Context: an optimization exercise on an open-source flow, tuned for small area, a short achievable clock period and few clock cycles. The choices shown serve that exercise and are no tape-out recipe. In this exercise RTL edits were held to simulation tests only and were not proved equivalent to the original. The clock port is modelled as an ideal driver; clocking choices that lean on that would not hold on a real chip.

run A:
==> flow/design.v <==
module fpp (
    input  wire         clk,
    input  wire         rst,           
    input  wire         in_valid,
    output wire         in_ready,
    input  wire [2:0]   in_kind,
    input  wire [7:0]   in_data,
    output wire [3:0]   status,
    output wire [6:0]   rxlen,
    output wire [191:0] sb             
);
    localparam [2:0] K_START = 3'd0;
    localparam [2:0] K_BYTE  = 3'd1;
    localparam [2:0] K_END   = 3'd2;
    localparam [2:0] K_ERROR = 3'd3;
    localparam [1:0] P_NF  = 2'd0;    
    localparam [1:0] P_INC = 2'd1;    
    localparam [1:0] P_CHK = 2'd2;    
    localparam [1:0] P_OK  = 2'd3;    
    reg [6:0]   rxlen_r;     
    reg [3:0]   status_r;
    reg [191:0] sb_r;
    reg [191:0] cand;        
    reg         clr;         
    reg         clr_ld;      
    reg         rdy;         
    reg         pbv;         
    reg [7:0]   pbd;         
    reg [1:0]   pst;
    reg         pok;         
    reg         prev42;      
    reg [4:0]   j;           
    reg [12:0]  acc;         
    reg         hi_ok;       
    assign in_ready = rdy;
    wire go      = in_valid & rdy;
    wire a_start = go & (in_kind == K_START);
    wire a_byte  = go & (in_kind == K_BYTE);
    wire a_end   = go & (in_kind == K_END);
    wire a_error = go & (in_kind == K_ERROR);
    wire a_parse = go & in_kind[2];
    wire infr  = (pst == P_INC);
    wire shift = clr | (pbv & infr & (j >= 5'd4) & (j < 5'd28));
    always @(posedge clk)
        if (shift)
            cand <= {cand[183:0], pbd & {8{~clr}}};
    wire load = clr_ld | (in_valid & in_kind[2] & pok);
    integer k;
    always @(posedge clk)
        if (load)
            for (k = 0; k < 12; k = k + 1)
                sb_r[16*k +: 16] <= cand[191 - 16*k -: 16];
    reg [1:0] pst_n;
    always @* begin
        pst_n = pst;
        if (pbv) begin
            if (pst == P_NF && prev42 && pbd == 8'h4D)
                pst_n = P_INC;
            if (pst == P_INC && j == 5'd31)
                pst_n = (hi_ok && acc[7:0] == pbd) ? P_OK : P_CHK;
        end
        if (a_start || a_error)
            pst_n = P_NF;
    end
    always @(posedge clk) begin
        pbd <= in_data;
        if (rst) begin
            clr      <= 1'b1;
            clr_ld   <= 1'b0;
            rdy      <= 1'b0;
            j        <= 5'd0;
            rxlen_r  <= 7'd0;
            status_r <= 4'd0;
            pbv      <= 1'b0;
            pst      <= P_NF;
            pok      <= 1'b0;
            prev42   <= 1'b0;
        end else if (clr) begin
            j      <= j + 5'd1;
            clr_ld <= (j == 5'd23);
            if (clr_ld) begin
                clr <= 1'b0;
                rdy <= 1'b1;
            end
        end else begin
            pbv <= a_byte & ~rxlen_r[6] & ~(pbv & (rxlen_r == 7'd63));
            rxlen_r <= rxlen_r + {6'd0, pbv};
            pst <= pst_n;
            pok <= (pst_n == P_OK);
            if (pbv) begin
                prev42 <= (pbd == 8'h42);
                if (pst == P_NF) begin
                    j   <= 5'd2;
                    acc <= 13'h008F;     
                end else begin
                    j <= j + 5'd1;
                    if (j < 5'd30)
                        acc <= acc + {5'd0, pbd};
                    if (j == 5'd30)
                        hi_ok <= ({3'd0, acc[12:8]} == pbd);
                end
            end
            if (a_start) begin
                rxlen_r <= 7'd0;
                prev42  <= 1'b0;
            end
            if (a_end)
                status_r <= 4'd0;
            if (a_error) begin
                rxlen_r  <= 7'd0;
                status_r <= 4'd8;
            end
            if (a_parse)
                case (pst)
                    P_NF:    status_r <= 4'd4;
                    P_INC:   status_r <= 4'd5;
                    P_CHK:   status_r <= 4'd3;
                    default: status_r <= 4'd0;
                endcase
        end
    end
    assign status = status_r;
    assign rxlen  = rxlen_r;
    assign sb     = sb_r;
endmodule
==> flow/config.mk <==
export PLATFORM = sky130hd
export DESIGN_NAME = fpp
export DESIGN_NICKNAME = fpp
export VERILOG_FILES = /design/flow/design.v
export SDC_FILE = /design/flow/constraint.sdc
export NUM_CORES = 4
export LEC_CHECK = 0
export CAP_MARGIN = 20
export CORE_MARGIN = 2
export CORE_UTILIZATION = 55
export SETUP_SLACK_MARGIN = 3.75
export SLEW_MARGIN = 20
==> flow/constraint.sdc <==
create_clock -name core_clock -period 6.0 [get_ports {clk}]
set_input_delay 1.2000 -clock core_clock [delete_from_list [all_inputs] [get_ports {clk}]]
set_output_delay 1.2000 -clock core_clock [all_outputs]
set_load 0.01 [all_outputs]
standard.sh (not shown) runs the stock make flow with config.mk's settings and CLKGATE_MAP_FILE= SYNTH_SCRIPT=/design/flow/synth_recipe.tcl, a recipe that flattens the netlist after the stock synthesis.
==> flow/flow/run.sh <==
#!/bin/bash
# The standard layout (standard.sh) with these changes:
#  - the port buffers are buf_1 cells instead of the slow delay cells that
#    buffer_ports picks by default;
#  - the clock tree uses larger sink clusters of clkbuf_16 (fewer buffers);
#  - after CTS, the clock port drives the tree's second level directly and
#    the root buffer is removed (clk_root.tcl), and each second-level
#    buffer is split in two, each half near its loads (clk_split.tcl): the
#    port drives 4 buffers, and every register still has the same number
#    of buffers on its clock path.
# Each step writes its full output to a log file of its own here.
set -euo pipefail
export BUFFER_PORTS_ARGS="-buffer_cell sky130_fd_sc_hd__buf_1"
export CTS_ARGS="-sink_clustering_enable -repair_clock_nets -buf_list sky130_fd_sc_hd__clkbuf_16 -sink_clustering_size 25 -sink_clustering_max_diameter 100 -sink_buffer_max_cap_derate 1.0"
bash standard.sh cts > make_to_cts.log 2>&1
R=orfs/results/${FLOW_PLATFORM}/fpp/base
ODB_IN=$R/4_1_cts.odb ODB_OUT=$R/4_1_cts.odb openroad -no_init -exit flow/clk_root.tcl > clk_root.log 2>&1
ODB_IN=$R/4_1_cts.odb ODB_OUT=$R/4_1_cts.odb openroad -no_init -exit flow/clk_split.tcl > clk_split.log 2>&1
cp $R/4_1_cts.odb $R/4_cts.odb
bash standard.sh finish > make_finish.log 2>&1
Other scripts of this flow, unchanged in this note and not shown: flow/flow/clk_root.tcl, flow/flow/clk_split.tcl
Testbench counts of run A, summed over its fixed seeds: cycles 15,751.
Edits applied to the flow inputs when going from run A to run B:
diff --git a/flow/design.v b/flow/design.v
--- a/flow/design.v
+++ b/flow/design.v
@@ -83,8 +83,7 @@
                 rdy <= 1'b1;
             end
         end else begin
-            pbv <= a_byte & ~rxlen_r[6] & ~(pbv & (rxlen_r == 7'd63));
-            rxlen_r <= rxlen_r + {6'd0, pbv};
+            pbv <= a_byte & ~rxlen_r[6];
             pst <= pst_n;
             pok <= (pst_n == P_OK);
             if (pbv) begin
@@ -104,6 +103,8 @@
                 rxlen_r <= 7'd0;
                 prev42  <= 1'b0;
             end
+            if (a_byte && !rxlen_r[6])
+                rxlen_r <= rxlen_r + 7'd1;
             if (a_end)
                 status_r <= 4'd0;
             if (a_error) begin
==> comparison <==
Multi-input gate area in the final layout in run B is about 5.4% above run A.
Relative to run A, share of post-route cells with drive strength above 1 has gone up in run B.
The met1 usage in global routing of run B and that of run A are within noise of each other.
Run A and run B ended up with nearly the same number of logic stages on the critical path including buffering.
In run B, the post-layout instance area came out 180 µm² above the value in run A.
Testbench counts of run B, summed over its fixed seeds: cycles 15,751.

static timing again, ports no longer ideal:
No port has a modelled driver above. Below, the same layouts with a new extraction and two added sets of constraints.
Step 1 sets driving cells, clkbuf_16 on the clock port and buf_2 on the other inputs (assumed; they add their load-dependent delay and slew).
Step 2 adds t to the input delays and takes it off the output delays; t is the mean of the earliest and latest rising clock arrival at the registers after step 1. Input paths then give back, and output paths get back, about the clock's delay inside the block.
Three values: ideal ports, drivers, drivers and shift; two values: the first two.
run	shift t [ns]	slack for setup (ns)	worst register clock-pin slew, ns	pins driven straight from the clock port
run A	0.419	3.816 / 3.780 / 3.483	0.10 / 0.10	4
run B	0.418	3.702 / 3.762 / 3.343	0.10 / 0.10	4
After both steps every run listed still meets setup and hold. For run B, which loses most, drivers alone change the setup slack by +0.060 ns; drivers and shift together by -0.359 ns.
